Source: an optimization exercise on an open RTL-to-GDS flow (aim: small area, a short achievable clock period and few clock cycles per item). Production flows keep margins and buffers that such runs may drop. At most, simulation tests tie the RTL to the original design; equivalence was not proved. The RTL of runs 1 and 2 was laid out without a check of its function. No activity file was given, so power comes from the tool's default toggle rates.

==> flow/design.v <==
module ccsds_demux (
    input  wire        clk,
    input  wire        rst,            
    input  wire [10:0] cfg_frame_len,  
    input  wire [5:0]  cfg_shl,        
    input  wire        cfg_has_ocf,    
    input  wire        cfg_has_fecf,   
    input  wire        in_valid,
    output wire        in_ready,
    input  wire [7:0]  in_data,
    output reg         out_valid,
    input  wire        out_ready,
    output reg  [7:0]  out_data,
    output wire [2:0]  out_vc,
    output reg         out_sop,        
    output reg         out_eop,        
    output reg         out_close,      
    output reg         out_idle        
);
    localparam [1:0] PH_P = 2'd0, PH_S = 2'd1, PH_D = 2'd2, PH_T = 2'd3;
    reg        skid_v;
    reg  [7:0] skid_d;
    assign in_ready = !skid_v;
    wire       avail = skid_v | in_valid;
    wire [7:0] b     = skid_v ? skid_d : in_data;
    reg ocf_r, fecf_r;
    reg  [1:0]  ph;
    reg  [5:0]  hc;       
    reg  [10:0] fc;       
    reg  [10:0] ccnt;     
    reg         fidle, fnost, past;
    reg  [2:0]  cur_vc;   
    reg  [2:0]  new_vc;   
    assign out_vc = cur_vc;
    reg         wcmp, widl;
    reg  [15:0] wr;
    reg  [20:0] rg [0:6];
    wire        is_P = (ph == PH_P);
    wire        is_S = (ph == PH_S);
    wire        is_D = (ph == PH_D);
    wire        is_T = (ph == PH_T);
    wire [10:0] ftl2 = 11'd2 + (ocf_r ? 11'd4 : 11'd0) + (fecf_r ? 11'd2 : 11'd0);
    wire        last_data = (fc == ftl2);
    wire        last_byte = (fc == 11'd2);
    wire        ftl_z = !ocf_r && !fecf_r;
    wire        swwait = is_D && !fidle && (cur_vc != new_vc);
    wire        fire;
    ccsds_demux_fire u_fire (
        .skid_v(skid_v), .in_valid(in_valid), .out_valid(out_valid),
        .out_ready(out_ready), .swwait(swwait), .fire(fire));
    wire        data_byte = is_D && !fidle;
    wire        cz    = (ccnt == 11'd0);
    wire        c1    = (ccnt == 11'd1);
    wire        h1    = !wcmp && wr[1];
    wire        s_open = wcmp || wr[0];
    wire        cont  = fnost || !cz;
    wire        take_cont = cont && s_open;
    wire        take_emit = !cont;
    wire        is_pkt    = take_cont || take_emit;
    wire        new_pkt   = take_emit && (!s_open || !past);
    wire        do_close  = new_pkt && s_open;
    wire        last_cont = last_data || (!fnost && c1);
    wire        ncmp      = wcmp || wr[5];
    wire        forced_end = take_cont && last_cont && (!fnost || !ncmp);
    wire        len_end   = !new_pkt && wcmp && (wr == 16'd0);
    wire        end_pkt   = len_end || forced_end;
    wire        bff       = (b == 8'hFF);
    wire        idle_o    = widl && (h1 ? (!do_close && bff) : 1'b1);
    wire        step = fire && data_byte && is_pkt;
    wire [15:0] wdec = wr - 16'd1;
    wire        en_w0  = swap || step;
    wire        en_w76 = swap || (step && (wcmp || wr[5]));
    wire        en_whi = swap || (step && (wcmp || wr[4]));
    wire        en_idl = swap || (step && (new_pkt || (!wcmp && wr[1])));
    wire        d_cmp  = swap ? rg[6][17] : (!(end_pkt || new_pkt) && (wr[5] || wcmp));
    wire        d_r0   = swap ? rg[6][0] : end_pkt ? 1'b0 : new_pkt ? 1'b1 :
                         wcmp ? wdec[0] : (wr[5] ? b[0] : 1'b1);
    wire [4:0]  d_r51  = swap ? rg[6][5:1] : new_pkt ? 5'b00001 :
                         wcmp ? wdec[5:1] : (wr[5] ? b[5:1] : {wr[4:1], 1'b0});
    wire [1:0]  d_r76  = swap ? rg[6][7:6] : (wcmp ? wdec[7:6] : b[7:6]);
    wire [7:0]  d_rhi  = swap ? rg[6][15:8] : (wcmp ? wdec[15:8] : b);
    wire        d_idl  = swap ? rg[6][16] : (new_pkt ? (b[2:0] == 3'd7) : (widl && bff));
    wire        swap = (rg[6][20:18] == new_vc) && !out_valid;
    integer i;
    always @(posedge clk) begin
        ocf_r  <= cfg_has_ocf;
        fecf_r <= cfg_has_fecf;
        for (i = 1; i < 7; i = i + 1)
            rg[i] <= rg[i-1];
        rg[0] <= swap ? {cur_vc, wcmp, widl, wr} : rg[6];
        if (rst) begin
            skid_v    <= 1'b0;
            out_valid <= 1'b0;
            ph        <= PH_P;
            hc        <= 6'd5;
            cur_vc    <= 3'd0;
            new_vc    <= 3'd0;
            wcmp      <= 1'b0;
            wr[0]     <= 1'b0;
            for (i = 0; i < 7; i = i + 1) begin
                rg[i][20:18] <= i + 1;
                rg[i][17]    <= 1'b0;
                rg[i][0]     <= 1'b0;
            end
        end else begin
            skid_v <= (skid_v || in_valid) && !fire;
            if (fire)
                out_valid <= data_byte && is_pkt;
            else if (out_ready)
                out_valid <= 1'b0;
            if (swap) cur_vc <= new_vc;
            if (en_w0) begin
                wcmp    <= d_cmp;
                wr[0]   <= d_r0;
                wr[5:1] <= d_r51;
            end
            if (en_w76) wr[7:6]  <= d_r76;
            if (en_whi) wr[15:8] <= d_rhi;
            if (en_idl) widl     <= d_idl;
            if (fire) begin
                fc <= fc - 11'd1;
                case (ph)
                PH_P: begin
                    hc <= hc - 6'd1;
                    if (hc == 6'd5) fc <= cfg_frame_len;
                    if (hc == 6'd4) new_vc <= b[3:1];
                    if (hc == 6'd1) ccnt[10:8] <= b[2:0];
                    if (hc == 6'd0) begin
                        ccnt[7:0] <= b;
                        fidle <= ({ccnt[10:8], b} == 11'h7FE);
                        fnost <= ({ccnt[10:8], b} == 11'h7FF);
                        past  <= 1'b0;
                        hc    <= cfg_shl;
                        ph    <= (cfg_shl != 6'd0) ? PH_S : PH_D;
                    end
                end
                PH_S: begin
                    hc <= hc - 6'd1;
                    if (hc == 6'd1) ph <= PH_D;
                end
                PH_D: begin
                    hc <= 6'd5;
                    if (!cz) ccnt <= ccnt - 11'd1;
                    if (data_byte && take_emit) past <= 1'b1;
                    if (last_data) ph <= ftl_z ? PH_P : PH_T;
                end
                PH_T: begin
                    hc <= 6'd5;
                    if (last_byte) ph <= PH_P;
                end
                endcase
            end
        end
        if (!skid_v) skid_d <= in_data;
        if (fire) begin
            out_data  <= b;
            out_sop   <= new_pkt;
            out_eop   <= end_pkt;
            out_close <= do_close;
            out_idle  <= idle_o;
        end
    end
endmodule
module ccsds_demux_fire (
    input  wire skid_v,
    input  wire in_valid,
    input  wire out_valid,
    input  wire out_ready,
    input  wire swwait,
    output wire fire
);
    assign fire = (skid_v || in_valid) && (!out_valid || out_ready) && !swwait;
endmodule
==> flow/flow/run.sh <==
#!/bin/bash
# Standard ORFS layout; timing repair aimed at a tighter setup margin and
# port buffers of the smallest buffer cell (resized later by repair).
set -euo pipefail
bash standard.sh SETUP_SLACK_MARGIN=7 "BUFFER_PORTS_ARGS=-buffer_cell sky130_fd_sc_hd__buf_1" finish > flow_make.log 2>&1
==> flow/standard.sh <==
#!/bin/bash
# synth_recipe.tcl (not shown) runs the flow's synth.tcl, then flattens the netlist and writes it again
# the make line also repeats each setting of config.mk as NAME=value (left out here)
make -C /OpenROAD-flow-scripts/flow DESIGN_CONFIG=/design/flow/config.mk WORK_HOME=/design/flow/orfs CLKGATE_MAP_FILE= SYNTH_SCRIPT=/design/flow/synth_recipe.tcl "${@:-finish}"
==> flow/config.mk <==
export PLATFORM = sky130hd
export DESIGN_NAME = ccsds_demux
export DESIGN_NICKNAME = ccsds_demux
export VERILOG_FILES = /design/flow/design.v
export SDC_FILE = /design/flow/constraint.sdc
export NUM_CORES = 4
export LEC_CHECK = 0
export CAP_MARGIN = 40
export CORE_MARGIN = 2
export CORE_UTILIZATION = 70
export CTS_CLUSTER_DIAMETER = 80
export CTS_CLUSTER_SIZE = 25
export PLACE_DENSITY = 0.8
export SLEW_MARGIN = 30
export SYNTH_HIERARCHICAL = 1
export SYNTH_MINIMUM_KEEP_SIZE = 0
export TNS_END_PERCENT = 2
==> flow/constraint.sdc <==
create_clock -name core_clock -period 10.0 [get_ports {clk}]
set_input_delay 2.0000 -clock core_clock [delete_from_list [all_inputs] [get_ports {clk}]]
set_output_delay 2.0000 -clock core_clock [all_outputs]
set_load 0.01 [all_outputs]
==> notes.md, run 1 <==
Status: complete, no violations
Static Leak: 3.39 nW
Clock Skew: 23.2 ps
Post-synth EDFFs: 53
Mapped Cells: 727
Min-delay worst type: flip-flop to flip-flop
WP data arrival: 3250 ps
Die span in x: 112 µm
Area share of the largest cell type after synthesis: 43.3%
Hold-fix buffers, CTS: 0
Final period util: 30.5%
DRT Pass-1 Iters: 5
Post-Synthesis Cell Area: 8100 µm²
Initial antenna violation count: 0
Clk network pwr share: 32.0%
Share of layout cells above drive strength 1: 10.1%
Critical path endpoint: wr[13]$_DFFE_PP_
Critical path launch point: in_valid
FF-to-FF End: new_vc[0]$_SDFFE_PP0P_
DR iter-0 viols: 445
# diodes: 0
CTS tree: yes
Post-synth cell types: 66
Final hold viol count: 0
Largest area contributor in the netlist: dfxtp_1
Crit-path max FO: 8
WS Path Type: input port to flip-flop
RSZ-0062 raised after global routing: yes
Req. time, crit path: 10200 ps
Die H: 112 µm
Top_reg_cell synth: dfxtp_1
Final max-slew violation count: 0
Die area: 12400 µm²
Area contributors post-synth: dfxtp_1, edfxtp_1, nand2_1
Clk latency of the worst-skew pair: 470 ps
Yosys warns: 8
Core Util, Final: 78.7%
First-pass GRT wire length: 26.6 mm
Routed len/inst: 17.8 µm
Area Overhead vs Synth: 10.5%
Worst-path clk slew: 100 ps
Setup_tns: 0 ps
FMAX: 328 MHz
Reg-to-reg slack, setup: 7370 ps
MaxCap Viol Count: 0
Syn avg cell area: 11.1 µm²
Core area: 11400 µm²
Total GRT Usage: 26.2%
Syn_nets: 770
WHS: 305 ps
P_int: 0.00128 W
CP endpoint kind: flip-flop
Nets: 819
Root Driver: clkbuf_16
Via count: 5438
Total Routed Length: 16.4 mm
# DRC: 0
Vias per std cell: 5.89
Placement Setup Slack: 5640 ps
Gate power share: 7.1%
CP startpoint kind: input port
Pwr/cell area: 185 nW/µm²
Number of synthesized register bits: 228
Row count: 39
Measured slew at the worst slew-check pin: 788 ps
# IOs: 48
Min Tclk post-route: 3050 ps
Port Buf Inserts: 47
Clock sinks: 228
H-tree depth: 1
GP Congestion: 0.848
# setup viols final: 0
Post-DP HPWL: 10.4 mm
Worst relative slew slack: 47.3%
Register area share after synthesis: 62.9%
Post-DRT Antenna Nets: 0
Switching power: 0.000376 W
Number of CTS-inserted buffers: 13
R2r startpoint: ph[1]$_SDFFE_PP0P_
Final WS setup: 6950 ps
Ys async rst share: 0%
Maximum root-to-sink buffer count: 3
Initial core utilization: 71.2%
Total congestion overflow: 0
Max VDD drop: 0.217 mV
Pin count of the biggest net entering global routing: 59
Seq pwr share: 61.0%
Vias in the first global route: 5411
Switching Share: 22.7%
R2R depth: 9
## state kept, by name, indices dropped and copies added (netlist names), 2 cells and up
signal and cells:
ccnt 11, cur_vc 3, fc 11, hc 6, new_vc 3, out_data 8, ph 2, rg 147
skid_d 8, wr 16
## routing by layer
| metal | part of all wire, % | track usage (%) | up-vias |
|---|---|---|---|
| li1 | - | - | 2587 |
| met1 | 42 | 34.1 | 2609 |
| met2 | 50 | 46.0 | 201 |
| met3 | 5.9 | 4.08 | 41 |
| met4 | 2.1 | 7.33 | 0 |
| met5 | 0 | 0 | - |
## final cells by class
| cell class | count | area [µm²] |
|---|---|---|
| Sequential cell | 228 | 5100 |
| Multi-Input combinational cell | 452 | 2830 |
| Fill cell | 714 | 2430 |
| Timing Repair Buffer | 66 | 413 |
| Clock buffer | 17 | 340 |
| Tap cell | 143 | 179 |
| Inverter | 15 | 56.3 |
| Clock inverter | 2 | 25.0 |
## critical path, stage by stage
cell and delay, ps:
buf_8 80, nor2_4 30, nor3_4 220, buf_12 130, nand3b_1 110, a21oi_2 170
nor2_2 70, nor2_4 100, o31a_1 190, buf_12 140
## modules after synthesis (local to each module, per instance)
module | cell area, µm² | flip-flops and latches | cells inside
ccsds_demux | 8070 | 228 | 724
ccsds_demux_fire | 27.5 | 0 | 3
## per-stage QoR
stage                     instances  instance area [µm²]  total power, W
after global routing            923                 8940         0.00171
after global placement          890                 8350         0.00113
after detailed placement        890                 8350         0.00114
after CTS                       922                 8900         0.00166
after floorplan                 727                 8120         0.00110
final                           923                 8940         0.00166
## power by group through the flow
stage	logic (W)	clock network [W]	registers, W
final	0.000117	0.000530	0.00101
after global placement	0.000101	0	0.00103
after global routing	0.000130	0.000567	0.00101
after CTS	0.000115	0.000536	0.00101
after detailed placement	0.000106	0	0.00103
after floorplan	0.0000771	0	0.00102
## placed cells by master (no fill, tap or decap), types with 19 or more instances in the layout
master    instances
dfxtp_1         172
nand2_1          87
nor2_1           60
edfxtp_1         53
a21oi_1          44
buf_1            44
o21ai_0          26
nor2b_1          23
xnor2_1          19
xor2_1           19
## what timing repair did
action	CTS	global route
setup buffers	12	0
gates cloned	1	0
pin swaps	3	5
setup endpoints to repair	57	45
gates resized for setup	15	4
## cells in the mapped netlist (6+ instances only)
cell / count
nand2_1: 87
edfxtp_1: 53
nor2b_1: 24
nor4_1: 6
a21oi_1: 45
xnor2_1: 19
mux2i_1: 9
o21ai_0: 26
a211oi_1: 8
nor2_1: 63
nor3_1: 14
dfxtp_1: 175
xor2_1: 19
nand2b_1: 8
mux2_2: 6
inv_1: 15
clkbuf_1: 19
ha_1: 12
or2_2: 11
nand4_1: 6
a21o_1: 8
nand3_1: 12
## worst min path at each step
stage               slack (ps)           endpoint               from  depth (start not counted)
global route               320  rg[6][13]$_DFF_P_  rg[5][13]$_DFF_P_                          0
floorplan                  310  rg[1][10]$_DFF_P_  rg[0][10]$_DFF_P_                          0
finish                     310  rg[6][10]$_DFF_P_  rg[5][10]$_DFF_P_                          0
CTS                        310  rg[6][10]$_DFF_P_  rg[5][10]$_DFF_P_                          0
detailed placement         310   rg[4][8]$_DFF_P_   rg[3][8]$_DFF_P_                          0
global placement           310   rg[4][3]$_DFF_P_   rg[3][3]$_DFF_P_                          0
## kinds of logic (layout without fill, tap and decap cells)
logic type / after synthesis / in the layout / share of synthesized area, %
AO/OA/AOI/OAI: 120 / 120 / 9.21
XOR/XNOR: 38 / 38 / 4.11
adder cells (fa/ha/maj): 12 / 12 / 1.85
buffers and inverters: 47 / 100 / 2.70
flip-flops: 228 / 228 / 62.9
multiplexers: 15 / 15 / 1.95
AND/OR/NAND/NOR: 267 / 267 / 17.2
==> run 2, diff against run 1 <==
--- a/flow/design.v
+++ b/flow/design.v
@@ -69,8 +69,13 @@
     wire        step = fire && data_byte && is_pkt;
     wire [15:0] wdec = wr - 16'd1;
-    wire        en_w0  = swap || step;
-    wire        en_w76 = swap || (step && (wcmp || wr[5]));
-    wire        en_whi = swap || (step && (wcmp || wr[4]));
-    wire        en_idl = swap || (step && (new_pkt || (!wcmp && wr[1])));
+    wire        pre_w  = data_byte && is_pkt;
+    wire        en_w0, en_w76, en_whi, en_idl;
+    ccsds_demux_en #(.N(4)) u_en_w (
+        .fire(fire), .force_en({4{swap}}),
+        .pre({pre_w,
+              pre_w && (wcmp || wr[5]),
+              pre_w && (wcmp || wr[4]),
+              pre_w && (new_pkt || (!wcmp && wr[1]))}),
+        .en({en_w0, en_w76, en_whi, en_idl}));
     wire        d_cmp  = swap ? rg[6][17] : (!(end_pkt || new_pkt) && (wr[5] || wcmp));
     wire        d_r0   = swap ? rg[6][0] : end_pkt ? 1'b0 : new_pkt ? 1'b1 :
@@ -125,10 +130,10 @@
                     if (hc == 6'd5) fc <= cfg_frame_len;
                     if (hc == 6'd4) new_vc <= b[3:1];
-                    if (hc == 6'd1) ccnt[10:8] <= b[2:0];
+                    if (hc != 6'd0) ccnt[10:8] <= b[2:0];
+                    ccnt[7:0] <= b;
+                    fidle <= ({ccnt[10:8], b} == 11'h7FE);
+                    fnost <= ({ccnt[10:8], b} == 11'h7FF);
+                    past  <= 1'b0;
                     if (hc == 6'd0) begin
-                        ccnt[7:0] <= b;
-                        fidle <= ({ccnt[10:8], b} == 11'h7FE);
-                        fnost <= ({ccnt[10:8], b} == 11'h7FF);
-                        past  <= 1'b0;
                         hc    <= cfg_shl;
                         ph    <= (cfg_shl != 6'd0) ? PH_S : PH_D;
@@ -172,2 +177,10 @@
     assign fire = (skid_v || in_valid) && (!out_valid || out_ready) && !swwait;
 endmodule
+module ccsds_demux_en #(parameter N = 1) (
+    input  wire         fire,
+    input  wire [N-1:0] force_en,
+    input  wire [N-1:0] pre,
+    output wire [N-1:0] en
+);
+    assign en = force_en | ({N{fire}} & pre);
+endmodule
==> run 2 against run 1 <==
  * Still clean on timing, DRC and antenna
  * Clock skew down 4.8 ps
  * Wire length up 2.4%
  * Combinational power up 63%
  * Area after synthesis up 0.62%
  * Global-route usage up 0.90 points
  * Via count up 1.1%
  * Utilization about the same
  * Sequential power up 4%
  * Worst setup slack worse by 4.4 ps
  * Critical path depth down 7
  * Die area up 0.59%
  * Largest cell class unchanged
==> notes.md, run 2 <==
Req. time, crit path: 8000 ps (-2200 ps)
Placement Setup Slack: 5840 ps (+197 ps)
Worst-path clk slew: 100 ps (about the same)
Max VDD drop: 0.177 mV (-19%)
Total congestion overflow: 0 (unchanged)
Adder-cell share of the synthesized area: 1.84% (-0.011 points)
RSZ-0062 raised after global routing: yes
Initial core utilization: 71.6% (+0.44 points)
Routed len/inst: 18.0 µm (+1.0%)
Post-Synthesis Cell Area: 8150 µm² (+0.62%)
Biggest regs: rg: 147 flops, wr: 16 flops
Share of layout cells above drive strength 1: 9.85% (-0.28 points)
Final max-slew violation count: 0 (unchanged)
Number of CTS-inserted buffers: 13 (unchanged)
Min Tclk post-route: 3050 ps (+4.44 ps)
Root Driver: clkbuf_16
FMAX: 328 MHz (-0.15%)
CP startpoint kind: flip-flop
GP Congestion: 0.852 (+0.53%)
Post-DRT Antenna Nets: 0 (unchanged)
Register area share after synthesis: 62.5% (-0.39 points)
Static Leak: 3.39 nW (about the same)
Die area: 12500 µm² (+0.59%)
Final hold viol count: 0 (unchanged)
Critical path's slowest cell: dfxtp_2
CTS tree: yes
Most common cell after layout, fill and taps aside: dfxtp_1
Row count: 39 (unchanged)
Max reg flops: 147 (unchanged)
Vias per std cell: 5.88 (-0.23%)
Nets: 831 (+1.5%)
Cell breakdown of the critical path: buf_8 > inv_4 > buf_6
Syn avg cell area: 10.9 µm² (-2.1%)
Top_reg_cell synth: dfxtp_1
Setup_tns: 0 ps (unchanged)
Measured slew at the worst slew-check pin: 692 ps (-96.3 ps)
Min-delay worst type: flip-flop to flip-flop
WP buf/inv: 3 (unchanged)
Via count: 5496 (+1.1%)
Largest area contributor in the netlist: dfxtp_1
# DRC: 0 (unchanged)
# setup viols final: 0 (unchanged)
XOR/XNOR share of the synthesized area: 3.87% (-0.24 points)
Area contributors post-synth: dfxtp_1, edfxtp_1, nand2_1
Wl on met1: 7.03 mm (+2.5%)
Worst relative slew slack: 53.8% (+6.5 points)
DR iter-0 viols: 452 (+1.6%)
Mapped Cells: 747 (+2.8%)
Total Routed Length: 16.8 mm (+2.4%)
Post-synth EDFFs: 53 (unchanged)
Pin count of the biggest net entering global routing: 62 (+5.1%)
Clk latency of the worst-skew pair: 460 ps (about the same)
MaxCap Viol Count: 0 (unchanged)
Syn_nets: 790 (+2.6%)
Largest register by flop count: rg
Metal2 WL: 8.41 mm (+1.8%)
Delay-heaviest family, CP: flip-flops
H-tree depth: 1 (unchanged)
Most frequent cells in the layout: dfxtp_1, nand2_1, nor2_1
DR top layer: met4
Total power: 0.00177 W (+6.7%)
Synth Area in Simple Gates: 17.8% (+0.60 points)
Crit-path max FO: 2 (-6)
Initial antenna violation count: 0 (unchanged)
Met3 Wirelength: 1.01 mm (+5.2%)
CP peak stage delay: 350 ps (+130 ps)
Die H: 112 µm (+0.30%)
Number of synthesized register bits: 228 (unchanged)
Pwr/cell area: 198 nW/µm² (+6.6%)
CP endpoint kind: primary output
Core Util, Final: 78.7% (about the same)
Yosys warns: 8 (unchanged)
Maximum root-to-sink buffer count: 3 (unchanged)
Area Overhead vs Synth: 9.85%
# IOs: 48 (unchanged)
Clock sinks: 228 (unchanged)
Most common cell in the synthesized netlist: dfxtp_1
Vias in the first global route: 5538 (+2.3%)
Post-synthesis compound-gate area fraction: 8.66% (-0.55 points)
Largest family of logic cells by synthesized area: simple AND/OR/NAND/NOR gates
Ys async rst share: 0% (unchanged)
FILL cells: 738 (+3.4%)
WP data arrival: 1050 ps (-2200 ps)
Area share of the largest cell type after synthesis: 43.0% (-0.27 points)
Post-DP HPWL: 10.6 mm (+1.6%)
Top cells by count, synth: dfxtp_1, nand2_1, nor2_1
Core area: 11400 µm² (unchanged)
Port Buf Inserts: 47 (unchanged)
Multiplexer share of the synthesized area: 2.43% (+0.48 points)
Die span in x: 112 µm (+0.30%)
Post-synth cell types: 66 (unchanged)
Status: complete, no violations
Total GRT Usage: 27.1% (+0.90 points)
Clock Skew: 18.5 ps (-4.77 ps)
Final period util: 30.5% (+0.044 points)
DRT Pass-1 Iters: 5 (unchanged)
First-pass GRT wire length: 27.6 mm (+3.7%)
WS Path Type: flip-flop to primary output
Final WS setup: 6950 ps (-4.44 ps)
# diodes: 0 (unchanged)
## run 2: cell types whose count changed after synthesis, moves of 4 or more
cell / change
or4_1: +5
a31oi_1: +8
nor3_1: -5
a22o_1: -4
o21ai_0: -9
inv_1: +4
nor2_1: +12
nor2b_1: +5
nand2b_1: -6
nor4_1: +7
o31ai_1: +4
nor3b_1: +4
## run 2: logic make-up (layout without fill, tap and decap cells)
| logic type | count (synthesis) | count (layout) |
|---|---|---|
| simple gates | 285 | 285 |
| flops | 228 | 228 |
| mux | 18 | 18 |
| compound gates | 114 | 114 |
| fa+ha+maj | 12 | 12 |
| buf+inv | 54 | 99 |
| xor+xnor | 36 | 36 |
## run 2: stage by stage
| stage | std cells | cell area [µm²] | hold WS (ps) |
|---|---|---|---|
| 2_1_floorplan | 747 | 8180 | 310 |
| 4_1_cts | 934 | 8910 | 317 |
| 3_5_place_dp | 909 | 8420 | 312 |
| 6_report | 935 | 8950 | 310 |
| 5_1_grt | 935 | 8950 | 315 |
| 3_3_place_gp | 909 | 8420 | 310 |
## run 2: repair_timing
action | CTS | global route
setup buffers | 5 | 0
gates resized for setup | 17 | 5
endpoints found under the setup margin | 56 | 46
cloned | 1 | 0
pin swaps | 1 | 0
hold buffers | 0 | 0
## run 2: metal layers
| metal | track usage (%) | vias up |
|---|---|---|
| met5 | 0 | - |
| met4 | 8.40 | 0 |
| met3 | 4.03 | 40 |
| met2 | 47.3 | 205 |
| met1 | 35.2 | 2605 |
| li1 | - | 2646 |
## run 2: worst paths after layout
kind	from	to	slack [ps]	cells after the start
max	skid_v$_SDFF_PP0_	in_ready	6950	3
min	rg[5][12]$_DFF_P_	rg[6][12]$_DFF_P_	310	0
max reg2reg	ccnt[5]$_DFFE_PP_	wr[8]$_DFFE_PP_	7270	6
min reg2reg	rg[5][12]$_DFF_P_	rg[6][12]$_DFF_P_	310	0
## run 2: cell type report
| class | instances | area (µm²) | share of cell area [%] |
|---|---|---|---|
| well taps | 143 | 179 | 2.00 |
| multi-input cells | 465 | 2880 | 32.2 |
| clock buffers | 17 | 340 | 3.80 |
| flip-flops and latches | 228 | 5100 | 57.0 |
| inverters | 21 | 81.3 | 0.909 |
| clock inverters | 2 | 25.0 | 0.280 |
| repair buffers | 59 | 338 | 3.78 |
## run 2: power breakdown
group,internal (W),leakage (nW),switching (W)
registers,0.00101,1.93,0.0000355
clock network,0.000247,0.177,0.000283
logic,0.0000771,1.28,0.000113
## run 2: Yosys stat by module (local to each module, per instance), a selection
module | cells | cell area [µm²]
ccsds_demux_fire | 3 | 27.5
ccsds_demux | 740 | 8090
## run 2: worst register-to-register path, stage by stage (launching register included)
cell	delay, ps
edfxtp_1	480
nor4_1	550
nand4_1	320
a211o_1	400
nor2_1	140
a21o_1	120
nor2b_2	380
==> run 3, diff against run 2 <==
--- a/flow/design.v
+++ b/flow/design.v
@@ -44,9 +44,7 @@
     wire        last_byte = (fc == 11'd2);
     wire        ftl_z = !ocf_r && !fecf_r;
-    wire        swwait = is_D && !fidle && (cur_vc != new_vc);
-    wire        fire;
-    ccsds_demux_fire u_fire (
-        .skid_v(skid_v), .in_valid(in_valid), .out_valid(out_valid),
-        .out_ready(out_ready), .swwait(swwait), .fire(fire));
+    wire        wok    = (cur_vc == new_vc) || fidle;
+    wire        stall  = (out_valid && !out_ready) || (is_D && !wok);
+    wire        fire   = avail && !stall;
     wire        data_byte = is_D && !fidle;
     wire        cz    = (ccnt == 11'd0);
@@ -69,21 +67,4 @@
     wire        step = fire && data_byte && is_pkt;
     wire [15:0] wdec = wr - 16'd1;
-    wire        pre_w  = data_byte && is_pkt;
-    wire        en_w0, en_w76, en_whi, en_idl;
-    ccsds_demux_en #(.N(4)) u_en_w (
-        .fire(fire), .force_en({4{swap}}),
-        .pre({pre_w,
-              pre_w && (wcmp || wr[5]),
-              pre_w && (wcmp || wr[4]),
-              pre_w && (new_pkt || (!wcmp && wr[1]))}),
-        .en({en_w0, en_w76, en_whi, en_idl}));
-    wire        d_cmp  = swap ? rg[6][17] : (!(end_pkt || new_pkt) && (wr[5] || wcmp));
-    wire        d_r0   = swap ? rg[6][0] : end_pkt ? 1'b0 : new_pkt ? 1'b1 :
-                         wcmp ? wdec[0] : (wr[5] ? b[0] : 1'b1);
-    wire [4:0]  d_r51  = swap ? rg[6][5:1] : new_pkt ? 5'b00001 :
-                         wcmp ? wdec[5:1] : (wr[5] ? b[5:1] : {wr[4:1], 1'b0});
-    wire [1:0]  d_r76  = swap ? rg[6][7:6] : (wcmp ? wdec[7:6] : b[7:6]);
-    wire [7:0]  d_rhi  = swap ? rg[6][15:8] : (wcmp ? wdec[15:8] : b);
-    wire        d_idl  = swap ? rg[6][16] : (new_pkt ? (b[2:0] == 3'd7) : (widl && bff));
     wire        swap = (rg[6][20:18] == new_vc) && !out_valid;
     integer i;
@@ -109,18 +90,50 @@
             end
         end else begin
-            skid_v <= (skid_v || in_valid) && !fire;
+            if (skid_v) begin
+                if (!stall) skid_v <= 1'b0;
+            end else if (in_valid && stall) begin
+                skid_v <= 1'b1;
+            end
             if (fire)
                 out_valid <= data_byte && is_pkt;
             else if (out_ready)
                 out_valid <= 1'b0;
-            if (swap) cur_vc <= new_vc;
-            if (en_w0) begin
-                wcmp    <= d_cmp;
-                wr[0]   <= d_r0;
-                wr[5:1] <= d_r51;
+            if (swap) begin
+                cur_vc <= new_vc;
+                {wcmp, widl, wr} <= rg[6][17:0];
+            end else if (step) begin
+                if (end_pkt || new_pkt)
+                    wcmp <= 1'b0;
+                else if (wr[5])
+                    wcmp <= 1'b1;
+                if (end_pkt)
+                    wr[0] <= 1'b0;
+                else if (new_pkt)
+                    wr[0] <= 1'b1;
+                else if (wcmp)
+                    wr[0] <= wdec[0];
+                else if (wr[5])
+                    wr[0] <= b[0];
+                if (new_pkt)
+                    wr[5:1] <= 5'b00001;
+                else if (wcmp)
+                    wr[5:1] <= wdec[5:1];
+                else if (wr[5])
+                    wr[5:1] <= b[5:1];
+                else
+                    wr[5:1] <= {wr[4:1], 1'b0};
+                if (wcmp)
+                    wr[7:6] <= wdec[7:6];
+                else if (wr[5])
+                    wr[7:6] <= b[7:6];
+                if (wcmp)
+                    wr[15:8] <= wdec[15:8];
+                else if (wr[4])
+                    wr[15:8] <= b;
+                if (new_pkt)
+                    widl <= (b[2:0] == 3'd7);
+                else if (!wcmp && wr[1])
+                    widl <= widl && bff;
             end
-            if (en_w76) wr[7:6]  <= d_r76;
-            if (en_whi) wr[15:8] <= d_rhi;
-            if (en_idl) widl     <= d_idl;
             if (fire) begin
                 fc <= fc - 11'd1;
@@ -130,10 +143,10 @@
                     if (hc == 6'd5) fc <= cfg_frame_len;
                     if (hc == 6'd4) new_vc <= b[3:1];
-                    if (hc != 6'd0) ccnt[10:8] <= b[2:0];
-                    ccnt[7:0] <= b;
-                    fidle <= ({ccnt[10:8], b} == 11'h7FE);
-                    fnost <= ({ccnt[10:8], b} == 11'h7FF);
-                    past  <= 1'b0;
+                    if (hc == 6'd1) ccnt[10:8] <= b[2:0];
                     if (hc == 6'd0) begin
+                        ccnt[7:0] <= b;
+                        fidle <= ({ccnt[10:8], b} == 11'h7FE);
+                        fnost <= ({ccnt[10:8], b} == 11'h7FF);
+                        past  <= 1'b0;
                         hc    <= cfg_shl;
                         ph    <= (cfg_shl != 6'd0) ? PH_S : PH_D;
@@ -167,20 +180,2 @@
     end
 endmodule
-module ccsds_demux_fire (
-    input  wire skid_v,
-    input  wire in_valid,
-    input  wire out_valid,
-    input  wire out_ready,
-    input  wire swwait,
-    output wire fire
-);
-    assign fire = (skid_v || in_valid) && (!out_valid || out_ready) && !swwait;
-endmodule
-module ccsds_demux_en #(parameter N = 1) (
-    input  wire         fire,
-    input  wire [N-1:0] force_en,
-    input  wire [N-1:0] pre,
-    output wire [N-1:0] en
-);
-    assign en = force_en | ({N{fire}} & pre);
-endmodule
--- a/flow/config.mk
+++ b/flow/config.mk
@@ -13,5 +13,3 @@
 export PLACE_DENSITY = 0.8
 export SLEW_MARGIN = 30
-export SYNTH_HIERARCHICAL = 1
-export SYNTH_MINIMUM_KEEP_SIZE = 0
 export TNS_END_PERCENT = 2
==> run 3 against run 2 <==
  * Wire length is 2.0% higher
  * Sequential cell count is the same
  * Die area down 2.5%
  * Final cell count is 0.32% lower
  * Cell area is 0.43% lower
  * First-iteration DRC count grew 19%
  * Maximum frequency decreased by 0.78%
  * Utilization up 2.8 points
  * Highest routed layer unchanged
  * Hold slack gained 8.2 ps
  * Sequential power hardly changed
==> notes.md, run 3 <==
Status: complete, no violations
Hold-fix buffers, CTS: 0 (unchanged)
Pin count of the biggest net entering global routing: 53 (-15%)
CTS tree: yes
Share of layout cells above drive strength 1: 10.9% (+1.0 points)
Clock Skew: 23.2 ps (+4.77 ps)
WP data arrival: 3250 ps (+2200 ps)
Post-DP HPWL: 10.6 mm (+0.37%)
Multiplexer share of the synthesized area: 1.77% (-0.66 points)
Row count: 38 (-2.6%)
# diodes: 0 (unchanged)
Total Routed Length: 17.1 mm (+2.0%)
Pwr/cell area: 186 nW/µm² (-5.7%)
Max VDD drop: 0.180 mV (+2.2%)
Total congestion overflow: 0 (unchanged)
Area share of the largest cell type after synthesis: 44.1% (+1.1 points)
Final hold viol count: 0 (unchanged)
Vias per std cell: 6.01 (+2.3%)
Number of synthesized register bits: 228 (unchanged)
# IOs: 48 (unchanged)
Register area share after synthesis: 64.2% (+1.6 points)
Max reg flops: 147 (unchanged)
Via count: 5602 (+1.9%)
Static Leak: 3.37 nW (-0.49%)
CP startpoint kind: input port
Initial antenna violation count: 1 (+1)
CP endpoint kind: flip-flop
WS Path Type: input port to flip-flop
Vias in the first global route: 5398 (-2.5%)
XOR/XNOR share of the synthesized area: 3.86% (-0.0091 points)
Total GRT Usage: 27.2% (+0.064 points)
Biggest regs: rg: 147 flops, wr: 16 flops
Number of CTS-inserted buffers: 13 (unchanged)
Top_reg_cell synth: dfxtp_1
Crit-path max FO: 8 (+6)
Mapped Cells: 724 (-3.1%)
Most frequent cells in the layout: dfxtp_1, nand2_1, nor2_1
Area contributors post-synth: dfxtp_1, edfxtp_1, nand2_1
WP buf/inv: 3 (unchanged)
CP peak stage delay: 240 ps (-110 ps)
Die H: 110 µm (-1.2%)
Core area: 10900 µm² (-3.8%)
Adder-cell share of the synthesized area: 1.89% (+0.048 points)
Post-Synthesis Cell Area: 7940 µm² (-2.5%)
Min-delay worst type: flip-flop to flip-flop
Ys async rst share: 0% (unchanged)
First-pass GRT wire length: 27.1 mm (-1.8%)
Largest area contributor in the netlist: dfxtp_1
Post-synth cell types: 54 (-18%)
Post-synth EDFFs: 53 (unchanged)
Clock sinks: 228 (unchanged)
Nets: 828 (-0.36%)
Worst-path clk slew: 90 ps (about the same)
Setup_tns: 0 ps (unchanged)
RSZ-0062 raised after global routing: yes
Most common cell after layout, fill and taps aside: dfxtp_1
Final max-slew violation count: 0 (unchanged)
MaxCap Viol Count: 0 (unchanged)
Clk latency of the worst-skew pair: 470 ps (about the same)
Final period util: 30.8% (+0.24 points)
Routed len/inst: 18.4 µm (+2.3%)
Initial core utilization: 72.6% (+0.95 points)
Req. time, crit path: 10180 ps (+2180 ps)
Critical path's slowest cell: a21o_4
Area Overhead vs Synth: 12.2%
FMAX: 325 MHz (-0.78%)
Core Util, Final: 81.5% (+2.8 points)
Syn avg cell area: 11.0 µm² (+0.55%)
# DRC: 0 (unchanged)
Worst relative slew slack: 50.9% (-2.8 points)
Delay-heaviest family, CP: compound AO/OA/AOI/OAI gates
Port Buf Inserts: 47 (unchanged)
Cell breakdown of the critical path: buf_1 > nand2b_4 > o21ai_4 > a21o_4 > clkinv_8 > a31oi_4 > nor2_4 > o31a_1 > buf_12
Post-DRT Antenna Nets: 0 (unchanged)
Post-synthesis compound-gate area fraction: 9.84% (+1.2 points)
Placement Setup Slack: 5940 ps (+104 ps)
Largest register by flop count: rg
Largest family of logic cells by synthesized area: simple AND/OR/NAND/NOR gates
GP Congestion: 0.898 (+5.4%)
DR iter-0 viols: 539 (+19%)
Total power: 0.00166 W (-6.1%)
Yosys warns: 2 (-6)
Min Tclk post-route: 3080 ps (+24.1 ps)
Die span in x: 110 µm (-1.2%)
Top cells by count, synth: dfxtp_1, nand2_1, nor2_1
Measured slew at the worst slew-check pin: 726 ps (+34.0 ps)
Die area: 12200 µm² (-2.5%)
H-tree depth: 1 (unchanged)
Synth Area in Simple Gates: 16.3% (-1.6 points)
# setup viols final: 0 (unchanged)
DRT Pass-1 Iters: 7 (+2)
Root Driver: clkbuf_16
Final WS setup: 6920 ps (-24.1 ps)
Most common cell in the synthesized netlist: dfxtp_1
Syn_nets: 767 (-2.9%)
Maximum root-to-sink buffer count: 3 (unchanged)
run 3: cell types whose count changed after synthesis, sizes merged, moves of 6 or more:
cell	delta
nor2b	-9
buf	-8
o21ai	+8
nor3b	-7
inv	-6
nand2	+6
nor2	-6
o31ai	-6
or4	-6
run 3: final cells by class:
cell class / count / area, µm²
fill: 616 / 2030
tap: 140 / 175
multi-input combinational: 452 / 2760
sequential: 228 / 5100
timing repair inverter: 1 / 8.76
inverter: 15 / 68.8
clock inverter: 4 / 36.3
clock buffer: 18 / 344
timing repair buffer: 74 / 418
run 3: final timing paths:
kind / slack, ps / from / end / cells after the start
worst min register to register: 320 / rg[3][8]$_DFF_P_ / rg[4][8]$_DFF_P_ / 0
worst min-delay path: 320 / rg[3][8]$_DFF_P_ / rg[4][8]$_DFF_P_ / 0
worst max register to register: 7070 / ph[1]$_SDFFE_PP0P_ / wr[10]$_DFFE_PP_ / 8
worst max-delay path: 6920 / out_ready / wr[10]$_DFFE_PP_ / 9
run 3: metrics by stage:
step | hold slack, ps | cells | area (µm²)
3_3_place_gp | 310 | 885 | 8250
4_1_cts | 323 | 912 | 8740
2_1_floorplan | 310 | 724 | 7980
5_1_grt | 319 | 932 | 8910
6_report | 319 | 932 | 8910
3_5_place_dp | 312 | 886 | 8280
run 3: cells by family after synthesis:
kind of cell | count (synthesis)
compound gates | 123
xor+xnor | 35
fa+ha+maj | 12
buf+inv | 45
flops | 228
mux | 13
simple gates | 268
run 3: what timing repair did:
action,CTS,global route
hold endpoints to repair,0,0
gates cloned,0,2
resized for setup,8,7
pin swaps,1,2
buffers inserted,4,17
setup endpoints to repair,58,50
run 3: metal layers:
metal	up-vias	share of wire, %	GRT usage [%]
met2	287	48	46.0
met4	0	3.3	8.67
met3	60	7.6	4.06
met1	2631	41	36.3
li1	2624	-	-
met5	-	0	0
run 3: power breakdown:
part | switching (W) | internal (W)
combinational | 0.0000615 | 0.0000398
clock | 0.000290 | 0.000250
sequential | 0.0000239 | 0.000995
total | 0.000376 | 0.00128
run 3: worst reg2reg max path: stages (launching register included):
cell	delay (ps)
dfxtp_1	630
nor2b_4	510
nor2b_1	550
a21o_4	300
clkinv_8	90
a31oi_4	220
nor2_4	80
o31a_1	160
buf_12	150
Testbench counts of run 3, summed over its fixed seeds: cycles 197,997, bytes 197,840.
==> run 4, diff against run 3 <==
--- a/flow/design.v
+++ b/flow/design.v
@@ -143,10 +143,10 @@
                     if (hc == 6'd5) fc <= cfg_frame_len;
                     if (hc == 6'd4) new_vc <= b[3:1];
-                    if (hc == 6'd1) ccnt[10:8] <= b[2:0];
+                    if (hc != 6'd0) ccnt[10:8] <= b[2:0];
+                    ccnt[7:0] <= b;
+                    fidle <= ({ccnt[10:8], b} == 11'h7FE);
+                    fnost <= ({ccnt[10:8], b} == 11'h7FF);
+                    past  <= 1'b0;
                     if (hc == 6'd0) begin
-                        ccnt[7:0] <= b;
-                        fidle <= ({ccnt[10:8], b} == 11'h7FE);
-                        fnost <= ({ccnt[10:8], b} == 11'h7FF);
-                        past  <= 1'b0;
                         hc    <= cfg_shl;
                         ph    <= (cfg_shl != 6'd0) ? PH_S : PH_D;
--- a/flow/config.mk
+++ b/flow/config.mk
@@ -6,5 +6,5 @@
 export NUM_CORES = 4
 export LEC_CHECK = 0
-export CAP_MARGIN = 40
+export CAP_MARGIN = 20
 export CORE_MARGIN = 2
 export CORE_UTILIZATION = 70
@@ -12,4 +12,4 @@
 export CTS_CLUSTER_SIZE = 25
 export PLACE_DENSITY = 0.8
-export SLEW_MARGIN = 30
+export SLEW_MARGIN = 20
 export TNS_END_PERCENT = 2
==> run 4 against run 3 <==
  * Largest power group unchanged
  * Critical path type is now flip-flop to primary output
  * Sequential power barely moved
  * Hold slack improved by 4.3 ps
  * Critical endpoint is now out_idle
  * Highest routed layer unchanged
  * Worst setup slack improved by 10 ps
  * Largest cell class unchanged
  * Still clean on timing, DRC and antenna
==> notes.md, run 4 <==
Total GRT Usage: 26.7% (-0.45 points)
Grt peak-use layer: met2
GP Congestion: 0.945 (+5.1%)
Pwr/cell area: 188 nW/µm² (+0.73%)
Post-Synthesis Cell Area: 7930 µm² (about the same)
Die H: 110 µm (about the same)
Post-synth EDFFs: 53 (unchanged)
Initial antenna violation count: 0 (-1)
Footprint of the multi-input gates: 2740 µm² (-0.59%)
Top_reg_cell synth: dfxtp_1
Total congestion overflow: 0 (unchanged)
Max VDD drop: 0.195 mV (+7.9%)
Maximum root-to-sink buffer count: 3 (unchanged)
DR iter-0 viols: 597 (+11%)
Clk latency of the worst-skew pair: 460 ps (about the same)
Beginning of the worst hold path: rg[4][10]$_DFF_P_
Area Overhead vs Synth: 10.6%
Top cells by count, synth: dfxtp_1, nand2_1, nor2_1
Via count: 5506 (-1.7%)
Final max-slew violation count: 0 (unchanged)
Area share of the largest cell type after synthesis: 44.2% (about the same)
Syn avg cell area: 10.9 µm² (-0.87%)
Max reg flops: 147 (unchanged)
Largest register by flop count: rg
Static Leak: 3.35 nW (-0.82%)
Most common cell after layout, fill and taps aside: dfxtp_1
First-pass GRT wire length: 27.2 mm (+0.28%)
Met1 GRT Util: 36.1% (-0.19 points)
Hold Path End: rg[5][10]$_DFF_P_
Vias per std cell: 5.98 (-0.43%)
WP data arrival: 1070 ps (-2180 ps)
WS Path Type: flip-flop to primary output
Clock Skew: 15.3 ps (-7.95 ps)
FMAX: 326 MHz (+0.34%)
CTS tree: yes
Cell count of the worst hold path: 0 (unchanged)
Share of layout cells above drive strength 1: 10.9% (+0.039 points)
Req. time, crit path: 8000 ps (-2180 ps)
Post-DRT Antenna Nets: 0 (unchanged)
Delay-heaviest family, CP: flip-flops
MaxCap Viol Count: 0 (unchanged)
Setup_tns: 0 ps (unchanged)
Final hold viol count: 0 (unchanged)
Total Routed Length: 16.5 mm (-4.0%)
Core area: 10900 µm² (unchanged)
Die area: 12200 µm² (about the same)
Pin count of the biggest net entering global routing: 54 (+1.9%)
Cell breakdown of the critical path: buf_1
Post-DP HPWL: 10.2 mm (-3.6%)
# DRC: 0 (unchanged)
FF-to-FF End: wr[11]$_DFFE_PP_
RSZ-0062 raised after global routing: yes
Clock sinks: 228 (unchanged)
Worst relative slew slack: 47.9% (-3.0 points)
Reg-to-reg slack, setup: 7130 ps (+60 ps)
R2R depth: 6 (-2)
Largest area contributor in the netlist: dfxtp_1
CP startpoint kind: flip-flop
Initial core utilization: 72.6% (about the same)
Measured slew at the worst slew-check pin: 780 ps (+54.0 ps)
M2 GR Usage: 43.8% (-2.2 points)
Register area share after synthesis: 64.2% (about the same)
Crit-path max FO: 1 (-7)
Min Tclk post-route: 3070 ps (-10.3 ps)
Most frequent cells in the layout: dfxtp_1, nand2_1, nor2_1
Placement Setup Slack: 5960 ps (+20.0 ps)
Inst Count DP: 890 (+0.45%)
Yosys warns: 2 (unchanged)
Final non-filler cell total: 920 (-1.3%)
# IOs: 48 (unchanged)
FILL cells: 655 (+6.3%)
Most common cell in the synthesized netlist: dfxtp_1
GR met3 Demand/Resource: 4.23% (+0.16 points)
Status: complete, no violations
# setup viols final: 0 (unchanged)
Syn_nets: 773 (+0.78%)
Die span in x: 110 µm (about the same)
Mapped Cells: 730 (+0.83%)
Worst-path clk slew: 90 ps (about the same)
Final WS setup: 6930 ps (+10.3 ps)
WP buf/inv: 1 (-2)
Vias in the first global route: 5374 (-0.44%)
Port Buf Inserts: 47 (unchanged)
Number of CTS-inserted buffers: 13 (unchanged)
CP endpoint kind: primary output
Seq. cell area: 5100 µm² (about the same)
Routed len/inst: 17.9 µm (-2.8%)
DRT Pass-1 Iters: 5 (-2)
Critical path's slowest cell: edfxtp_1
Ys async rst share: 0% (unchanged)
Biggest regs: rg: 147 flops, wr: 16 flops
Area contributors post-synth: dfxtp_1, edfxtp_1, nand2_1
H-tree depth: 1 (unchanged)
Row count: 38 (unchanged)
Root Driver: clkbuf_16
Min-delay worst type: flip-flop to flip-flop
Post-synth cell types: 56 (+3.7%)
Final period util: 30.7% (-0.10 points)
# diodes: 0 (unchanged)
Nets: 817 (-1.3%)
Number of synthesized register bits: 228 (unchanged)
CP peak stage delay: 450 ps (+210 ps)
R2r startpoint: wr[4]$_DFFE_PP_
## run 4: cell count changes after synthesis, moves of 4 or more
| cell | change |
|---|---|
| a211oi_1 | -6 |
| nand3_1 | -6 |
| nor3_1 | +6 |
| xor2_1 | +6 |
| a31oi_1 | +5 |
| xnor2_1 | -5 |
| a22o_1 | -4 |
| buf_1 | +4 |
| clkbuf_1 | -4 |
| nor3b_1 | +4 |
| o31a_1 | -4 |
## run 4: through the flow
stage	hold slack (ps)	instance area (µm²)	total power (W)	utilization [%]
5_1_grt	330	8770	0.00170	80.2
6_report	323	8770	0.00165	80.2
4_1_cts	330	8700	0.00165	79.6
3_3_place_gp	310	8240	0.00113	75.4
3_5_place_dp	312	8240	0.00113	75.4
2_1_floorplan	310	7980	0.00110	-
## run 4: cell type report
cell class	instances	area share, %
Clock buffer	18	3.92
Clock inverter	3	0.371
Inverter	18	0.927
Multi-Input combinational cell	453	31.2
Sequential cell	228	58.1
Tap cell	140	2.00
Timing Repair Buffer	60	3.41
## run 4: repair_timing
item,CTS,global route
endpoints found under the setup margin,54,49
hold endpoints to repair,0,0
hold buffers,0,0
pin swaps,1,2
gates resized for setup,19,8
setup buffers,3,6
## run 4: cell families after synthesis
group,share of synthesized area [%]
AND/OR/NAND/NOR,16.7
flip-flops,64.2
AO/OA/AOI/OAI,8.60
buffers and inverters,2.44
XOR/XNOR,3.97
multiplexers,2.14
adder cells (fa/ha/maj),1.89
## run 4: how the worst max path moves through the flow
stage	depth (start not counted)	slack [ps]	endpoint	startpoint
2_1_floorplan	8	6440	ccnt[10]$_DFFE_PP_	out_ready
3_3_place_gp	9	6030	ccnt[10]$_DFFE_PP_	out_ready
3_5_place_dp	9	5960	ccnt[9]$_DFFE_PP_	out_ready
4_1_cts	3	6940	in_ready	skid_v$_SDFF_PP0_
5_1_grt	7	6900	ph[1]$_SDFFE_PP0P_	cfg_shl[2]
6_report	1	6930	out_idle	out_idle$_DFFE_PP_
## run 4: report_power, final
part / total, W / switching (W) / internal, W
registers: 0.00101 / 0.0000239 / 0.000990
clock network: 0.000529 / 0.000281 / 0.000248
logic: 0.000105 / 0.0000632 / 0.0000413
total: 0.00165 / 0.000368 / 0.00128
## run 4: layer usage
layer  wire (µm)  share of wire, %
met2        7990                49
met3         980               6.0
met5           0                 0
met1        6960                42
met4         519               3.2
Testbench counts of run 4, summed over its fixed seeds: cycles 197,997, bytes 197,840.
==> run 5, diff against run 4 <==
--- a/flow/config.mk
+++ b/flow/config.mk
@@ -6,5 +6,5 @@
 export NUM_CORES = 4
 export LEC_CHECK = 0
-export CAP_MARGIN = 20
+export CAP_MARGIN = 40
 export CORE_MARGIN = 2
 export CORE_UTILIZATION = 70
@@ -12,4 +12,4 @@
 export CTS_CLUSTER_SIZE = 25
 export PLACE_DENSITY = 0.8
-export SLEW_MARGIN = 20
+export SLEW_MARGIN = 30
 export TNS_END_PERCENT = 2
==> run 5 against run 4 <==
  * Maximum frequency increased by 0.29%
  * Hold slack worse by 3.7 ps
  * Final cell count up 0.11%
  * Count of clock-buffer cells in the layout stayed put
  * Combinational power is essentially flat
  * First-iteration DRC count grew 15%
  * Highest routed layer unchanged
==> notes.md, run 5 <==
Initial core utilization: 72.6% (unchanged)
GP Congestion: 0.945 (unchanged)
FF-to-FF End: wr[11]$_DFFE_PP_
Via count: 5593 (+1.6%)
Biggest regs: rg: 147 flops, wr: 16 flops
Largest area contributor in the netlist: dfxtp_1
Die area: 12200 µm² (unchanged)
Clock sinks: 228 (unchanged)
Hold Path End: rg[2][13]$_DFF_P_
Area share of the largest cell type after synthesis: 44.2% (unchanged)
Most common cell in the synthesized netlist: dfxtp_1
Vias per std cell: 6.07 (+1.5%)
Vias in the first global route: 5417 (+0.80%)
Final hold viol count: 0 (unchanged)
Measured slew at the worst slew-check pin: 788 ps (+8.54 ps)
Req. time, crit path: 8000 ps (about the same)
Critical path's slowest cell: edfxtp_1
CP startpoint kind: flip-flop
Setup_tns: 0 ps (unchanged)
Post-synth cell types: 56 (unchanged)
Clock Skew: 13.2 ps (-2.10 ps)
Top cells by count, synth: dfxtp_1, nand2_1, nor2_1
Post-Synthesis Cell Area: 7930 µm² (unchanged)
Pin count of the biggest net entering global routing: 46 (-15%)
Area Overhead vs Synth: 11.0%
Static Leak: 3.36 nW (+0.48%)
Final max-slew violation count: 0 (unchanged)
Post-DRT Antenna Nets: 0 (unchanged)
Most common cell after layout, fill and taps aside: dfxtp_1
DR iter-0 viols: 686 (+15%)
CTS tree: yes
Worst relative slew slack: 47.4% (-0.57 points)
Top_reg_cell synth: dfxtp_1
Hold-fix buffers, CTS: 0 (unchanged)
CP peak stage delay: 440 ps (about the same)
CP endpoint kind: primary output
Post-synth EDFFs: 53 (unchanged)
Status: complete, no violations
Register area share after synthesis: 64.2% (unchanged)
Number of synthesized register bits: 228 (unchanged)
Core area: 10900 µm² (unchanged)
Nets: 818 (+0.12%)
DRT Pass-1 Iters: 5 (unchanged)
FMAX: 327 MHz (+0.29%)
Switching power: 0.000372 W (+1.1%)
Clk latency of the worst-skew pair: 460 ps (about the same)
Total power: 0.00165 W (+0.36%)
R2r startpoint: wr[4]$_DFFE_PP_
P_int: 0.00128 W (+0.15%)
WP data arrival: 1060 ps (about the same)
WHS: 319 ps (-3.73 ps)
Cell breakdown of the critical path: buf_1
Final WS setup: 6940 ps (+8.77 ps)
Delay-heaviest family, CP: flip-flops
H-tree depth: 1 (unchanged)
Ys async rst share: 0% (unchanged)
Gate power share: 6.5% (+0.2 points)
RSZ-0062 raised after global routing: yes
R2R depth: 6 (unchanged)
Row count: 38 (unchanged)
Final period util: 30.6% (-0.088 points)
Post-DP HPWL: 10.3 mm (+0.31%)
Switching Share: 22.5% (+0.16 points)
Worst-path clk slew: 100 ps (about the same)
Total Routed Length: 16.9 mm (+2.6%)
Maximum root-to-sink buffer count: 3 (unchanged)
Root Driver: clkbuf_16
Syn avg cell area: 10.9 µm² (unchanged)
Yosys warns: 2 (unchanged)
Crit-path max FO: 1 (unchanged)
Max reg flops: 147 (unchanged)
WS Path Type: flip-flop to primary output
Mapped Cells: 730 (unchanged)
Max VDD drop: 0.178 mV (-8.5%)
Clk network pwr share: 32.1% (about the same)
Largest register by flop count: rg
MaxCap Viol Count: 0 (unchanged)
Die span in x: 110 µm (unchanged)
Total congestion overflow: 0 (unchanged)
Routed len/inst: 18.3 µm (+2.5%)
Port Buf Inserts: 47 (unchanged)
Syn_nets: 773 (unchanged)
# DRC: 0 (unchanged)
# diodes: 0 (unchanged)
Cell count of the worst hold path: 0 (unchanged)
# setup viols final: 0 (unchanged)
Placement Setup Slack: 5960 ps (+0.660 ps)
Most frequent cells in the layout: dfxtp_1, nand2_1, nor2_1
Share of layout cells above drive strength 1: 11.0% (+0.11 points)
Area contributors post-synth: dfxtp_1, edfxtp_1, nand2_1
First-pass GRT wire length: 27.7 mm (+2.0%)
# IOs: 48 (unchanged)
Beginning of the worst hold path: rg[1][13]$_DFF_P_
Min-delay worst type: flip-flop to flip-flop
Initial antenna violation count: 0 (unchanged)
Seq pwr share: 61.3% (-0.2 points)
WP buf/inv: 1 (unchanged)
Min Tclk post-route: 3060 ps (-8.77 ps)
Pwr/cell area: 188 nW/µm² (about the same)
Number of CTS-inserted buffers: 13 (unchanged)
Die H: 110 µm (unchanged)
Reg-to-reg slack, setup: 7000 ps (-130 ps)
Total GRT Usage: 27.7% (+0.93 points)
-- run 5: worst max path at each step --
stage                         end               start  cells after the start  slack, ps
2_1_floorplan  ccnt[10]$_DFFE_PP_           out_ready                      8       6440
3_3_place_gp   ccnt[10]$_DFFE_PP_           out_ready                      9       6030
3_5_place_dp    ccnt[9]$_DFFE_PP_           out_ready                      9       5960
4_1_cts            widl$_DFFE_PP_          in_data[3]                      7       6930
5_1_grt        ph[1]$_SDFFE_PP0P_          cfg_shl[2]                      7       6900
6_report                 out_idle  out_idle$_DFFE_PP_                      1       6940
-- run 5: cell families after synthesis --
kind of cell    Yosys count  synth area share, %
compound gates          114                 8.60
xor+xnor                 36                 3.97
fa+ha+maj                12                 1.89
buf+inv                  49                 2.44
flops                   228                 64.2
mux                      16                 2.14
simple gates            275                 16.7
-- run 5: what timing repair did --
item	CTS	global route
resized for setup	13	13
buffers inserted	4	5
setup endpoints to repair	48	48
pin swaps	1	3
-- run 5: power by group through the flow --
stage               registers (W)  clock network (W)   logic, W
floorplan                 0.00103                  0  0.0000748
global placement          0.00103                  0  0.0000959
detailed placement        0.00103                  0   0.000101
CTS                       0.00101           0.000538   0.000105
global route              0.00102           0.000565   0.000120
finish                    0.00101           0.000531   0.000107
-- run 5: area by class of cell --
cell class,instances,area [µm²]
clock buffers,18,344
clock inverters,3,27.5
fillers,625,2130
inverters,18,81.3
multi-input cells,453,2760
flip-flops and latches,228,5100
well taps,140,175
repair buffers,61,318
-- run 5: per-stage QoR --
step,area (µm²),std cells,util (%)
after floorplan,7980,730,-
after global placement,8240,890,75.4
after detailed placement,8270,891,75.7
after CTS,8710,916,79.7
after global routing,8800,921,80.5
final,8800,921,80.5
-- run 5: metal layers --
layer / part of all wire [%] / track usage (%)
met1: 41 / 36.4
met2: 47 / 47.0
met3: 7.8 / 4.77
met4: 3.6 / 8.83
met5: 0 / 0
==> run 6, diff against run 5 <==
--- a/flow/design.v
+++ b/flow/design.v
@@ -21,5 +21,6 @@
     reg        skid_v;
     reg  [7:0] skid_d;
-    assign in_ready = !skid_v;
+    reg        ir;        
+    assign in_ready = ir;
     wire       avail = skid_v | in_valid;
     wire [7:0] b     = skid_v ? skid_d : in_data;
@@ -77,4 +78,5 @@
         if (rst) begin
             skid_v    <= 1'b0;
+            ir        <= 1'b1;
             out_valid <= 1'b0;
             ph        <= PH_P;
@@ -90,9 +92,6 @@
             end
         end else begin
-            if (skid_v) begin
-                if (!stall) skid_v <= 1'b0;
-            end else if (in_valid && stall) begin
-                skid_v <= 1'b1;
-            end
+            skid_v <= (skid_v || in_valid) && stall;
+            ir     <= !((skid_v || in_valid) && stall);
             if (fire)
                 out_valid <= data_byte && is_pkt;
@@ -171,11 +170,19 @@
         end
         if (!skid_v) skid_d <= in_data;
-        if (fire) begin
-            out_data  <= b;
-            out_sop   <= new_pkt;
-            out_eop   <= end_pkt;
-            out_close <= do_close;
-            out_idle  <= idle_o;
-        end
+        {out_data, out_sop, out_eop, out_close, out_idle} <= out_n;
     end
+    wire [11:0] out_n;
+    ccsds_demux_hold #(.N(12)) u_hold (
+        .load(fire),
+        .cur({out_data, out_sop, out_eop, out_close, out_idle}),
+        .nxt({b, new_pkt, end_pkt, do_close, idle_o}),
+        .q(out_n));
 endmodule
+module ccsds_demux_hold #(parameter N = 1) (
+    input  wire         load,
+    input  wire [N-1:0] cur,
+    input  wire [N-1:0] nxt,
+    output wire [N-1:0] q
+);
+    assign q = load ? nxt : cur;
+endmodule
==> flow/flow/run.sh (replaced) <==
#!/bin/bash
# Standard ORFS layout; timing repair aimed at a tighter setup margin and
# port buffers of the smallest buffer cell (resized later by repair).
set -euo pipefail
bash standard.sh SETUP_SLACK_MARGIN=7.5 "BUFFER_PORTS_ARGS=-buffer_cell sky130_fd_sc_hd__buf_1" finish > flow_make.log 2>&1
--- a/flow/config.mk
+++ b/flow/config.mk
@@ -13,3 +13,5 @@
 export PLACE_DENSITY = 0.8
 export SLEW_MARGIN = 30
+export SYNTH_HIERARCHICAL = 1
+export SYNTH_MINIMUM_KEEP_SIZE = 0
 export TNS_END_PERCENT = 2
==> run 6 against run 5 <==
  * Sequential share of layout area decreased by 2.4 points
  * Area after synthesis up 2.4%
  * Clock skew is 14 ps higher
  * Sequential cell count grew 1
  * Critical endpoint is now out_idle$_DFF_P_
==> notes.md, run 6 <==
Status: complete, no violations
RSZ-0062 raised after global routing: yes
Gate power share: 7.1% (+0.6 points)
Total Routed Length: 16.2 mm (-3.9%)
Yosys warns: 8 (+6)
Max VDD drop: 0.215 mV (+21%)
Most common cell after layout, fill and taps aside: dfxtp_1
Total GRT Usage: 26.1% (-1.5 points)
Inst Count DP: 906 (+1.7%)
WS Path Type: input port to flip-flop
Min Tclk post-route: 3000 ps (-55.9 ps)
Area Overhead vs Synth: 11.1%
FILL cells: 718 (+15%)
Total power: 0.00166 W (+0.52%)
Switching Share: 22.6% (+0.050 points)
Maximum root-to-sink buffer count: 3 (unchanged)
Hold-fix buffers, CTS: 0 (unchanged)
Pwr/cell area: 184 nW/µm² (-1.9%)
Initial antenna violation count: 0 (unchanged)
Final max-slew violation count: 0 (unchanged)
Cell count of the worst hold path: 0 (unchanged)
Row count: 39 (+2.6%)
Worst relative slew slack: 45.2% (-2.2 points)
Largest area contributor in the netlist: dfxtp_1
Worst-path clk slew: 100 ps (about the same)
Vias in the first global route: 5485 (+1.3%)
Pin count of the biggest net entering global routing: 55 (+20%)
Most frequent cells in the layout: dfxtp_1, nand2_1, nor2_1
Die area: 12500 µm² (+2.3%)
R2R depth: 8 (+2)
# IOs: 48 (unchanged)
Area contributors post-synth: dfxtp_1, edfxtp_1, nand2_1
Final period util: 30.0% (-0.56 points)
CTS tree: yes
Max reg flops: 147 (unchanged)
Final hold viol count: 0 (unchanged)
Number of CTS-inserted buffers: 13 (unchanged)
Top_reg_cell synth: dfxtp_1
CP startpoint kind: input port
Biggest regs: rg: 147 flops, wr: 16 flops
# diodes: 0 (unchanged)
Post-synth EDFFs: 41 (-23%)
Post-synth cell types: 60 (+7.1%)
Min-delay worst type: flip-flop to flip-flop
Register area share after synthesis: 61.5% (-2.7 points)
Area share of the largest cell type after synthesis: 46.3% (+2.2 points)
Syn_nets: 789 (+2.1%)
Nets: 843 (+3.1%)
Crit-path max FO: 5 (+4)
Seq. cell area: 5010 µm² (-1.8%)
Seq pwr share: 60.9% (-0.4 points)
Root Driver: clkbuf_16
# setup viols final: 0 (unchanged)
Static Leak: 3.55 nW (+5.7%)
Post-DP HPWL: 10.1 mm (-1.1%)
Clock sinks: 229 (+0.44%)
Largest register by flop count: rg
CP endpoint kind: flip-flop
DR iter-0 viols: 532 (-22%)
Clk latency of the worst-skew pair: 470 ps (about the same)
DRT Pass-1 Iters: 5 (unchanged)
Final non-filler cell total: 949 (+3.0%)
Top cells by count, synth: dfxtp_1, nand2_1, nor2_1
Mapped Cells: 746 (+2.2%)
Clock Skew: 27.4 ps (+14.2 ps)
# DRC: 0 (unchanged)
Req. time, crit path: 10360 ps (+2360 ps)
Footprint of the multi-input gates: 2960 µm² (+7.4%)
H-tree depth: 1 (unchanged)
Post-Synthesis Cell Area: 8120 µm² (+2.4%)
First-pass GRT wire length: 26.9 mm (-2.9%)
Vias per std cell: 5.81 (-4.3%)
P_int: 0.00129 W (+0.46%)
Share of layout cells above drive strength 1: 15.6% (+4.6 points)
Most common cell in the synthesized netlist: dfxtp_1
Ys async rst share: 0% (unchanged)
Clk network pwr share: 32.0% (about the same)
FMAX: 333 MHz (+1.9%)
Initial core utilization: 71.4% (-1.1 points)
Post-DRT Antenna Nets: 0 (unchanged)
Total congestion overflow: 0 (unchanged)
Die H: 112 µm (+1.1%)
Measured slew at the worst slew-check pin: 822 ps (+33.1 ps)
Core area: 11400 µm² (+4.0%)
Setup_tns: 0 ps (unchanged)
Syn avg cell area: 10.9 µm² (+0.19%)
Port Buf Inserts: 47 (unchanged)
Number of synthesized register bits: 229 (+0.44%)
WP data arrival: 3370 ps (+2310 ps)
Via count: 5514 (-1.4%)
GP Congestion: 0.950 (+0.58%)
MaxCap Viol Count: 0 (unchanged)
Routed len/inst: 17.1 µm (-6.7%)
Switching power: 0.000375 W (+0.75%)
Die span in x: 112 µm (+1.1%)
-- run 6: cell count changes after synthesis, sizes merged, moves of 4 or more --
cell	change
edfxtp	-12
a31oi	-4
mux2	+12
dfxtp	+13
nor2	+4
-- run 6: routing by layer --
layer / vias to the layer above / share of wire, % / global-route usage [%]
met1: 2639 / 43 / 34.6
li1: 2636 / - / -
met2: 198 / 49 / 44.4
met4: 0 / 2.5 / 8.40
met3: 41 / 5.4 / 4.25
met5: - / 0 / 0
-- run 6: what timing repair did --
action                                  in CTS  in global routing
endpoints found under the setup margin     103                109
buffers inserted                            19                  3
endpoints found under the hold margin        0                  0
gates resized for setup                     36                 12
pin swaps                                    3                  4
-- run 6: cell families (layout without fill, tap and decap cells) --
logic type	count (synthesis)	count (layout)	share of synthesized area, %
and+or+nand+nor	278	278	17.1
DFF	229	229	61.5
AOI/OAI and AO/OA	111	111	8.09
buffers and inverters	52	112	3.40
xor gates and xnor gates	37	37	3.99
muxes	27	27	4.10
adders and majority gates	12	12	1.85
-- run 6: worst paths after layout --
path / slack, ps / endpoint / start
worst max register to register: 7560 / wr[14]$_DFFE_PP_ / ccnt[0]$_DFFE_PP_
worst min register to register: 310 / rg[5][12]$_DFF_P_ / rg[4][12]$_DFF_P_
worst max-delay path: 7000 / out_idle$_DFF_P_ / in_data[5]
worst min-delay path: 310 / rg[5][12]$_DFF_P_ / rg[4][12]$_DFF_P_
-- run 6: power groups by stage --
| stage | clock, W | sequential [W] | combinational [W] |
|---|---|---|---|
| after global placement | 0 | 0.00103 | 0.000101 |
| final | 0.000532 | 0.00101 | 0.000118 |
| after floorplan | 0 | 0.00103 | 0.0000811 |
| after detailed placement | 0 | 0.00103 | 0.000105 |
| after CTS | 0.000538 | 0.00101 | 0.000112 |
| after global routing | 0.000566 | 0.00102 | 0.000131 |
-- run 6: area by class of cell --
type                       count  share of cell area, %
clock buffer                  19                   3.85
clock inverter                 2                  0.277
tap                          143                   1.98
multi-input combinational    465                   32.8
timing repair buffer          72                   4.59
inverter                      19                  0.929
sequential                   229                   55.5
-- run 6: through the flow --
step / util (%) / setup slack (ps) / area (µm²) / hold WS (ps)
2_1_floorplan: - / 6690 / 8190 / 310
3_3_place_gp: 73.5 / 6180 / 8350 / 311
3_5_place_dp: 73.5 / 6120 / 8360 / 312
4_1_cts: 78.7 / 7040 / 8950 / 319
5_1_grt: 79.4 / 6930 / 9020 / 319
6_report: 79.4 / 7000 / 9020 / 308
-- run 6: worst max-delay path: stages --
cell and delay [ps]:
buf_1 70, mux2_4 300, and4_1 200, nand3_2 90, nand3b_1 140, nor2_1 70, o31a_1 240, mux2_4 250
Testbench counts of run 6, summed over its fixed seeds: cycles 197,997, bytes 197,840.

==> what the ideal ports hide <==
The flow's constraints put no driver on any port. The routed layouts listed below were extracted and timed again, unchanged, in two steps. Step 1 sets driving cells, clkbuf_16 on the clock port and buf_2 on the other inputs (assumed; they add their load-dependent delay and slew). Step 2 adds t to the input delays and takes it off the output delays; t is the mean of the earliest and latest rising clock arrival at the registers after step 1. Input paths then give back, and output paths get back, about the clock's delay inside the block. Slacks: no drivers / after step 1 / after step 2; pairs: no drivers / after step 1.
run | shift t [ns] | setup slack, ns | hold slack, ns | pins driven straight from the clock port
run 1 | 0.496 | 6.951 / 6.916 / 6.444 | 0.305 / 0.305 / 0.305 | 1
run 2 | 0.493 | 6.947 / 6.906 / 6.502 | 0.310 / 0.310 / 0.310 | 1
run 3 | 0.499 | 6.923 / 6.887 / 6.436 | 0.319 / 0.319 / 0.319 | 1
run 4 | 0.494 | 6.933 / 6.893 / 6.496 | 0.323 / 0.323 / 0.323 | 1
run 5 | 0.496 | 6.942 / 6.899 / 6.503 | 0.319 / 0.319 / 0.319 | 1
run 6 | 0.494 | 6.997 / 6.998 / 6.521 | 0.308 / 0.308 / 0.308 | 1
After both steps setup and hold are still met in every run listed. The setup slack of run 1, which loses most, moves by -0.035 ns with the drivers and by -0.507 ns with both steps.
